Source: an optimization exercise on an open RTL-to-GDS flow (aim: small area, a short achievable clock period and few clock cycles). Production flows keep margins and buffers that such runs may drop. Function was checked by simulation only, so behaviour that the tests miss may differ from the original. Power is estimated from default activity; no workload was simulated.

==> flow/design.v <==
module sspwm_ec (
    input  wire        clk,
    input  wire        rst,
    input  wire        cmd_valid,
    input  wire [31:0] cmd_word,
    output wire        cmd_ready,
    input  wire        rd_en,
    input  wire [15:0] rd_addr,
    output reg  [31:0] rd_data,
    output reg         rd_valid
);
    localparam integer N  = 16;
    localparam integer BW = 8;
    reg [N-1:0][BW-1:0]    bright;
    reg [1:0][N-1:0][BW-1:0] dd;
    reg [1:0][BW-1:0]        top;
    reg [1:0][4:0]           cnt;
    reg [1:0][N-1:0][4:0]    ek;
    reg [1:0]                rz;
    reg              busy;
    reg              rdy;               
    reg              h_sel;
    reg              initd;
    reg              err_illegal;
    reg              err_badch;
    reg [1:0]        first_err;
    reg [31:0]       errcmd;            
    assign cmd_ready = rdy;
    wire [3:0]  op  = cmd_word[31:28];
    wire [3:0]  rsv = cmd_word[27:24];
    wire [7:0]  ch  = cmd_word[23:16];
    wire [15:0] val = cmd_word[15:0];
    wire [BW-1:0] val_clamped = (|val[15:8]) ? 8'hFF : val[7:0];
    wire low_zero    = (cmd_word[27:0] == 28'h0);
    wire rsv_zero    = (rsv == 4'h0);
    wire op_set      = (op == 4'h1) || (op == 4'h2);
    wire op_pub      = (op == 4'h3) || (op == 4'h4);
    wire is_all      = (ch == 8'hFF);
    wire ch_ok       = is_all || (ch[7:4] == 4'h0);
    wire is_illegal  = !rsv_zero ||
                       (op == 4'h0 && !low_zero) ||
                       (op_pub && !low_zero) ||
                       (op > 4'h4);
    wire is_badch    = rsv_zero && op_set && !ch_ok;
    wire do_set      = rsv_zero && op_set && ch_ok;
    wire do_publish  = rsv_zero && ((op == 4'h2 && ch_ok) || (op_pub && low_zero));
    wire accept = cmd_valid & ~busy & ~rst;
    wire start_pub = accept && rsv_zero && op_pub && low_zero;
    wire step      = ((busy && !fin) || start_pub) && !rst;
    reg  [N-1:0]  wr_br;
    wire [BW-1:0] br_d   = val_clamped | {BW{rst}};
    wire          br_mid = (br_d != 8'h00) && (br_d != 8'hFF);
    integer w;
    always @* begin
        for (w = 0; w < N; w = w + 1)
            wr_br[w] = rst || (accept && rsv_zero && op_set && (is_all || ch == w));
    end
    function automatic [9:0] times3(input [7:0] x);
        reg [9:0] a, b, p, g, pp, gg, c;
        integer n, d;
        begin
            a = {2'b00, x};
            b = {1'b0, x, 1'b0};
            p = a ^ b;
            g = a & b;
            for (d = 1; d < 10; d = d * 2) begin
                pp = p;
                gg = g;
                for (n = d; n < 10; n = n + 1) begin
                    gg[n] = g[n] | (p[n] & g[n-d]);
                    pp[n] = p[n] & p[n-d];
                end
                p = pp;
                g = gg;
            end
            c = {g[8:0], 1'b0};
            times3 = a ^ b ^ c;
        end
    endfunction
    function automatic lt6(input [5:0] a, input [5:0] b);
        integer n;
        begin
            lt6 = 1'b0;
            for (n = 0; n < 6; n = n + 1)
                lt6 = (~a[n] & b[n]) | (~(a[n] & ~b[n]) & lt6);
        end
    endfunction
    reg [N-1:0]  rem;           
    reg          fin;           
    reg [3:0]    j;             
    reg [BW-1:0] prev;          
    reg [N-1:0]  isz, isf, rem_eff, hit;
    reg [BW-1:0] nxt;
    reg [N-1:0]  z;
    integer c, bt;
    always @* begin
        for (c = 0; c < N; c = c + 1) begin
            isz[c]     = (bright[c] == 8'h00);
            isf[c]     = (bright[c] == 8'hFF);
            rem_eff[c] = rem[c];
        end
        hit = rem_eff;
        for (bt = BW - 1; bt >= 0; bt = bt - 1) begin
            for (c = 0; c < N; c = c + 1)
                z[c] = hit[c] & ~bright[c][bt];
            nxt[bt] = ~|z;
            if (|z)
                hit = z;
        end
    end
    wire          any_rem  = |rem_eff;
    wire          done     = ~|(rem_eff & ~hit);
    wire [BW-1:0] gap      = nxt - prev;
    wire [4:0]    jp1      = {1'b0, j} + 5'd1;
    wire          tgt      = ~h_sel;
    integer i, b;
    always @(posedge clk) begin
        for (i = 0; i < N; i = i + 1)
            if (wr_br[i])
                bright[i] <= br_d;
        if (first_err == 2'd0)
            errcmd <= cmd_word;
        if (rst) begin
            busy        <= 1'b0;
            rdy         <= 1'b1;
            h_sel       <= 1'b0;
            initd       <= 1'b0;
            err_illegal <= 1'b0;
            err_badch   <= 1'b0;
            first_err   <= 2'd0;
        end else if (busy) begin
            if (fin || done) begin
                busy  <= 1'b0;
                rdy   <= 1'b1;
                h_sel <= ~h_sel;
            end
        end else if (accept) begin
            if (is_illegal) begin
                err_illegal <= 1'b1;
                if (first_err == 2'd0)
                    first_err <= 2'd1;
            end
            if (is_badch) begin
                err_badch <= 1'b1;
                if (first_err == 2'd0)
                    first_err <= 2'd2;
            end
            if (do_publish) begin
                busy <= 1'b1;
                rdy  <= 1'b0;
                if (op == 4'h4)
                    initd <= 1'b1;
            end
        end
    end
    always @(posedge clk) begin
        fin <= !rst && start_pub && done;
        if (step && !done) begin
            rem  <= rem & ~hit;
            j    <= j + 4'd1;
            prev <= nxt;
        end else begin
            for (c = 0; c < N; c = c + 1)
                rem[c] <= wr_br[c] ? br_mid : (!isz[c] && !isf[c]);
            j    <= 4'd0;
            prev <= 8'h00;
        end
        for (b = 0; b < 2; b = b + 1)
            if (step && tgt == b) begin
                for (c = 0; c < N; c = c + 1) begin
                    if (hit[c])
                        ek[b][c] <= {1'b0, j};
                    else if (j == 4'd0 && !rem_eff[c])
                        ek[b][c] <= {4'b1111, ~isf[c]};
                    if (j == c)
                        dd[b][c] <= gap;
                end
                if (done) begin
                    cnt[b] <= any_rem ? jp1 : 5'd0;
                    top[b] <= ~nxt | {BW{~any_rem}};
                end
            end
        if (rst)
            rz <= 2'b11;
        else
            for (b = 0; b < 2; b = b + 1)
                if (step && done && tgt == b)
                    rz[b] <= 1'b0;
    end
    wire [4:0] kd = rd_addr[6:2];      
    wire [4:0] km = rd_addr[9:5];      
    reg [1:0][BW-1:0] dsel;
    reg [1:0][N-1:0]  msel, asel;
    always @* begin
        for (b = 0; b < 2; b = b + 1) begin
            if (kd[4])
                dsel[b] = (cnt[b] == 5'd16) ? top[b] : 8'h00;
            else if (lt6({1'b0, kd}, {1'b0, cnt[b]}))
                dsel[b] = dd[b][kd[3:0]];
            else if (kd == cnt[b])
                dsel[b] = top[b];
            else
                dsel[b] = 8'h00;
            for (c = 0; c < N; c = c + 1) begin
                asel[b][c] = (ek[b][c] == 5'd31);
                msel[b][c] = !lt6({1'b0, km}, {1'b0, ek[b][c]}) || asel[b][c];
            end
        end
    end
    wire          rb  = rd_addr[15];
    wire        a_ok   = (rd_addr[1:0] == 2'b00);
    wire        a_low  = a_ok && (rd_addr[15:4] == 12'h000);
    wire        s_cfg0 = a_low && (rd_addr[3:2] == 2'd0);
    wire        s_cfg1 = a_low && (rd_addr[3:2] == 2'd1);
    wire        s_stat = a_low && (rd_addr[3:2] == 2'd2);
    wire        s_err  = a_low && (rd_addr[3:2] == 2'd3) && (first_err != 2'd0);
    wire        s_br   = a_ok && (rd_addr[15:6] == 10'h004);
    wire        s_buf  = a_ok && (rd_addr[15] ^ rd_addr[14]);
    wire        s_cnt  = s_buf && (rd_addr[13:2] == 12'h000);
    wire        s_aa   = s_buf && (rd_addr[13:2] == 12'h020);
    wire        s_dl   = s_buf && (rd_addr[13:10] == 4'b0001) && (rd_addr[9:7] == 3'd0) &&
                         (!rd_addr[6] || rd_addr[5:2] == 4'd0);
    wire        s_mk   = s_buf && (rd_addr[13:12] == 2'b01) && (rd_addr[4:2] == 3'd0) &&
                         (rd_addr[11:10] == 2'd0) && (!rd_addr[9] || rd_addr[8:5] == 4'd0);
    wire        zb     = rz[rb];
    wire        s_dlz  = s_dl && zb && kd == 5'd0;
    wire [BW-1:0] rd_d = {BW{s_dl && !zb}} & dsel[rb];
    wire [15:0] rd_mux =
          ({16{s_cfg0}} & {8'd16, 8'd16})
        | ({16{s_cfg1}} & 16'd3)
        | ({16{s_stat}} & {5'd0, 1'b0, first_err, 1'b0, err_badch, err_illegal,
                           1'b0, h_sel, initd, 1'b0, busy})
        | ({16{s_br}}   & {8'd0, bright[rd_addr[5:2]]})
        | ({16{s_cnt && !zb}} & {11'd0, cnt[rb]})
        | ({16{s_aa && !zb}}  & asel[rb])
        | ({16{s_mk && !zb}}  & msel[rb])
        | ({16{s_dlz}} & 16'd765);
    reg [15:0]   ra_word;
    reg [BW-1:0] ra_d;
    reg          ra_err, ra_cfg0;
    always @(posedge clk) begin
        rd_valid <= rd_en & ~rst;
        ra_word  <= rd_mux;
        ra_d     <= rd_d;
        ra_err   <= s_err;
        ra_cfg0  <= s_cfg0;
    end
    always @* begin
        rd_data = ({32{ra_err}} & errcmd)
                | {8'd0, {8{ra_cfg0}}, ra_word}
                | {22'd0, times3(ra_d)};
    end
endmodule
==> flow/config.mk <==
export PLATFORM = sky130hd
export DESIGN_NAME = sspwm_ec
export DESIGN_NICKNAME = sspwm_ec
export VERILOG_FILES = /design/flow/design.v
export SDC_FILE = /design/flow/constraint.sdc
export NUM_CORES = 4
export LEC_CHECK = 0
export ABC_AREA = 1
export CAP_MARGIN = 20
export CORE_MARGIN = 2
export CORE_UTILIZATION = 40
export PLACE_DENSITY = 0.6
export SLEW_MARGIN = 20
==> flow/constraint.sdc <==
create_clock -name core_clock -period 38.0 [get_ports {clk}]
set_input_delay 7.6000 -clock core_clock [delete_from_list [all_inputs] [get_ports {clk}]]
set_output_delay 7.6000 -clock core_clock [all_outputs]
set_load 0.01 [all_outputs]
standard.sh (not shown) runs the stock make flow with config.mk's settings and CLKGATE_MAP_FILE= SYNTH_SCRIPT=/design/flow/synth_recipe.tcl, a recipe that flattens the netlist after the stock synthesis.
==> flow/flow/run.sh <==
#!/bin/bash
# Standard layout (standard.sh, the ORFS command) with three changes to
# how it is made; the constraints (constraint.sdc, clock period) are the standard flow's:
#  - synthesis maps with flow/abc_area.script (ABC_AREA=1 picks it) in a copy
#    of the ORFS scripts folder; everything else in synthesis is unchanged
#  - port buffers are sky130_fd_sc_hd__buf_4 instead of the default pick
#  - the repair_timing passes aim for extra setup slack (SETUP_SLACK_MARGIN),
#    so that paths are sized beyond what the 38 ns clock alone asks for
# Each ORFS step keeps its own log under orfs/logs; make's output goes to
# make_finish.log.
set -euo pipefail
MARGIN=${MARGIN:-28}
rm -rf scripts_local
cp -r "$FLOW_HOME/scripts" scripts_local
cp flow/abc_area.script scripts_local/abc_area.script
bash standard.sh "SCRIPTS_DIR=$PWD/scripts_local" "SETUP_SLACK_MARGIN=${MARGIN}" \
    "BUFFER_PORTS_ARGS=-buffer_cell sky130_fd_sc_hd__buf_4" finish > make_finish.log 2>&1
==> flow/flow/abc_area.script <==
strash
&get -n
&fraig -x
&put
dc2
strash
&get -n
&dch -f
&nf
&put
buffer -c
topo
stime -c
upsize -c
dnsize -c
The first run finished clean.
Testbench counts at the start, summed over its fixed seeds: cycles 19,735.
Then changed:
==> flow/flow/run.sh (replaced) <==
#!/bin/bash
# Standard layout (standard.sh, the ORFS command) with two changes to how
# it is made; the constraints (constraint.sdc, clock period) are the standard flow's:
#  - port buffers are sky130_fd_sc_hd__buf_4 instead of the default pick
#  - the repair_timing passes aim for extra setup slack (SETUP_SLACK_MARGIN),
#    so that paths are sized beyond what the 38 ns clock alone asks for
# Each ORFS step keeps its own log under orfs/logs; make's output goes to
# make_finish.log.
set -euo pipefail
MARGIN=${MARGIN:-28}
bash standard.sh "SETUP_SLACK_MARGIN=${MARGIN}" \
    "BUFFER_PORTS_ARGS=-buffer_cell sky130_fd_sc_hd__buf_4" finish > make_finish.log 2>&1
removed: flow/flow/abc_area.script
What happened: The changed run produced a clean layout. Flip-flop and latch count does not change. Sequential power went up by about 40%. Cell count climbs by 16%. Global-route usage falls by 4.0 points. Cell area falls by 3.9%. Clock power hardly moves. Total power goes up by 84%.

[re-timing with driven ports]
How much do the figures lean on ideal ports? The routed layouts below were timed once more, with nothing changed but the port constraints.
Step 1: set_driving_cell puts a clkbuf_16 on clk and a buf_2 on each other input, an assumption about the parent block.
Step 2, shift: input delay + t, output delay - t, t = (earliest + latest rising clock arrival at the registers) / 2. This alone moves slack from input paths to output paths.
a / b / c = ideal ports / drivers / drivers and shift; a / b = the first two.
| run | t, ns | setup WS [ns] | hold slack, ns | worst setup path at the end | cell pins on the clock port's net |
|---|---|---|---|---|---|
| the first run | 0.700 | 27.793 / 27.722 / 27.378 | 0.458 / 0.458 / 0.458 | input to register | 1 |
| the second run | 0.688 | 27.828 / 27.766 / 27.325 | 0.473 / 0.473 / 0.473 | input to register | 1 |
After both steps every run listed still meets setup and hold. For the second run, which loses most, drivers alone change the setup slack by -0.062 ns; drivers and shift together by -0.503 ns.
